This design comes from an exercise in tuning for a short achievable clock period and few clock cycles on the open sky130 flow, not from production work.
Function was checked by simulation only, so behaviour that the tests miss may differ from the original.
Power figures rest on the tool's default switching activity, not on a simulated workload.

Design jcpu8, start of the top module:
module jcpu8 (
    input  wire        clk,
    input  wire        rst,         
    input  wire        stall,       
    output wire [15:0] mem_addr,
    output wire        mem_we,
    output wire [7:0]  mem_wdata,
    input  wire [7:0]  mem_rdata,
    input  wire [7:0]  io0,
    output wire        io_event,
    output wire [7:0]  io_value,
    output wire        fault
);
Size: about 1600 cells after synthesis, roughly 240 flip-flops, roughly 14000 um2 of cells after synthesis.
==> flow/config.mk <==
export PLATFORM = sky130hd
export DESIGN_NAME = jcpu8
export DESIGN_NICKNAME = jcpu8
export VERILOG_FILES = /design/flow/design.v
export SDC_FILE = /design/flow/constraint.sdc
export NUM_CORES = 4
export LEC_CHECK = 0
export CAP_MARGIN = 20
export CORE_MARGIN = 2
export CORE_UTILIZATION = 25
export GPL_ROUTABILITY_DRIVEN = 1
export PLACE_DENSITY = 0.45
export SETUP_SLACK_MARGIN = 4.0
export SLEW_MARGIN = 20
==> flow/constraint.sdc <==
create_clock -name core_clock -period 6.0 [get_ports {clk}]
set_input_delay 1.2000 -clock core_clock [delete_from_list [all_inputs] [get_ports {clk}]]
set_output_delay 1.2000 -clock core_clock [all_outputs]
set_load 0.01 [all_outputs]
run.sh (not shown) runs the stock make flow with config.mk's settings and CLKGATE_MAP_FILE= SYNTH_SCRIPT=/design/flow/synth_recipe.tcl, a recipe that flattens the netlist after the stock synthesis.
The starting point completed without violations.
Testbench counts at the start, summed over its fixed seeds: cycles 171,981.
Then changed:
--- a/flow/config.mk
+++ b/flow/config.mk
@@ -6,4 +6,5 @@
 export NUM_CORES = 4
 export LEC_CHECK = 0
+export ABC_CLOCK_PERIOD_IN_PS = 2000
 export CAP_MARGIN = 20
 export CORE_MARGIN = 2
Count of clock-buffer cells in the layout does not change.
Setup slack does not change.
Final area stays the same.
Sequential cell count is unchanged.
Area after synthesis is unchanged.
Critical path depth is unchanged.
Sequential power hardly moves.
Clock skew does not change.
Die area does not change.
Then changed:
--- a/flow/config.mk
+++ b/flow/config.mk
@@ -6,5 +6,5 @@
 export NUM_CORES = 4
 export LEC_CHECK = 0
-export ABC_CLOCK_PERIOD_IN_PS = 2000
+export ABC_CLOCK_PERIOD_IN_PS = 100
 export CAP_MARGIN = 20
 export CORE_MARGIN = 2
What happened:
- wire length is unchanged
- combinational power is about the same
- register-to-register slack stays flat
- setup slack does not change
- sequential power barely changes
- synthesized cell count does not change
- final cell count is unchanged
- via count is unchanged
- clock-buffer cell count is unchanged
- fmax does not change

========
== build 14 ==
Another version of the RTL of jcpu8 (not shown whole).
Size: about 2,000 cells after synthesis, roughly 54 I/O pins, about 16,000 sq um of cells after synthesis.
==> flow/config.mk <==
export PLATFORM = sky130hd
export DESIGN_NAME = jcpu8
export DESIGN_NICKNAME = jcpu8
export VERILOG_FILES = /design/flow/design.v
export SDC_FILE = /design/flow/constraint.sdc
export NUM_CORES = 4
export LEC_CHECK = 0
export CAP_MARGIN = 20
export CORE_MARGIN = 2
export CORE_UTILIZATION = 35
export GPL_ROUTABILITY_DRIVEN = 1
export GPL_TIMING_DRIVEN = 1
export PLACE_DENSITY = 0.55
export SETUP_SLACK_MARGIN = 4.0
export SLEW_MARGIN = 20
export SYNTH_HIERARCHICAL = 1
export SYNTH_MINIMUM_KEEP_SIZE = 0
export TNS_END_PERCENT = 100
==> flow/constraint.sdc <==
create_clock -name core_clock -period 6.0 [get_ports {clk}]
set_input_delay 1.2000 -clock core_clock [delete_from_list [all_inputs] [get_ports {clk}]]
set_output_delay 1.2000 -clock core_clock [all_outputs]
set_load 0.01 [all_outputs]
Build 14 | stages: all done | timing, DRC, antenna: all pass
Testbench counts of build 14, summed over its fixed seeds: cycles 172,034.
Inputs modified between build 14 and build 15:
Settings: a change of CORE_UTILIZATION from 35 to 30; a change of PLACE_DENSITY from 0.55 to 0.5.
==> comparison <==
Density: build 15 sparser than build 14. Status: routed wire length parity (build 14, build 15). STATUS peak clock frequency supported by timing: build 15 loses against build 14. Build 15 vs build 14 — overall global routing resource usage dropped 4.3 points. Any difference in number of cells traversed by the worst hold path between build 15 and build 14 is small enough to ignore. For build 14, the last element of the critical path was addr_q[5], unlike build 15, where it was addr_q[14].
> inputs changed (build 15 -> build 31)
Settings: changing PLACE_DENSITY from 0.5 to 0.6; changing CORE_UTILIZATION from 30 to 45; removing TNS_END_PERCENT (formerly 100).
Notes after the runs:
Total power delta (build 31 − build 15): favourable. Number of rows in the core area in build 31 vs build 15: down 16. Build 31 ends up with lower logic gate share of total power than build 15 does. Against build 15, top achievable clock speed in build 31 rose slightly. [compare] base=build 15 new=build 31: power density over cell area rose by about 2%; post-route worst hold slack rose by 0.011 ns. Between build 15 and build 31, final critical-path required period decreased. Build 31 ends up with a clock share of power that is 0.6 points higher than in build 15. Going from build 15 to build 31, clock network area share +0.26 points, count of plain and timing-repair buffers in the layout shows a reduction of 34, count of clock-buffer cells in the layout grew by 4.
Inputs modified between build 31 and build 97:
Settings: clearing GPL_TIMING_DRIVEN, which used to be 1; swapping 45 for 25 in CORE_UTILIZATION; swapping 0.6 for 0.45 in PLACE_DENSITY.
### Flow results
Build 97 gives more total number of placement rows than build 31 did.
There was hardly any difference in fmax between build 97 and build 31.
The higher total power of build 31 and build 97 is in build 97.
Any difference in setup slack on the worst flop-to-flop path between build 97 and build 31 is small enough to ignore.
Compared with build 31, wire length in build 97 increased by more than 10%.
Sort build 31 and build 97 by number of iterations in the first detailed-routing pass asc -> top: build 97

-- afterwards: timing with drivers on the ports --
In the flow no input, the clock included, has a driving cell. The finished layouts below were timed again as built, in two steps.
Step 1 sets driving cells, clkbuf_16 on the clock port and buf_2 on the other inputs (assumed; they add their load-dependent delay and slew).
Step 2 adds t to the input delays and takes it off the output delays; t is the mean of the earliest and latest rising clock arrival at the registers after step 1. Input paths then give back, and output paths get back, about the clock's delay inside the block.
Slacks: ideal ports / drivers / drivers and shift; pairs: ideal ports / drivers.
| run | shift t [ns] | slack for setup (ns) | worst hold slack (ns) | cell pins on the clock port's net |
|---|---|---|---|---|
| the first run of note 1 | 0.619 | 3.308 / 3.321 / 2.702 | 0.423 / 0.423 / 0.423 | 1 |
| the second run of note 1 | 0.619 | 3.308 / 3.321 / 2.702 | 0.423 / 0.423 / 0.423 | 1 |
| the third run of note 1 | 0.619 | 3.308 / 3.321 / 2.702 | 0.423 / 0.423 / 0.423 | 1 |
| build 14 | 0.647 | 3.559 / 3.502 / 2.855 | 0.343 / 0.343 / 0.343 | 1 |
| build 15 | 0.615 | 3.478 / 3.431 / 2.815 | 0.337 / 0.337 / 0.337 | 1 |
| build 31 | 0.575 | 3.504 / 3.483 / 2.909 | 0.348 / 0.348 / 0.348 | 1 |
| build 97 | 0.654 | 3.509 / 3.404 / 2.750 | 0.346 / 0.346 / 0.346 | 1 |
After both steps every run listed still meets setup and hold. The setup slack of build 97, which loses most, moves by -0.105 ns with the drivers and by -0.759 ns with both steps.
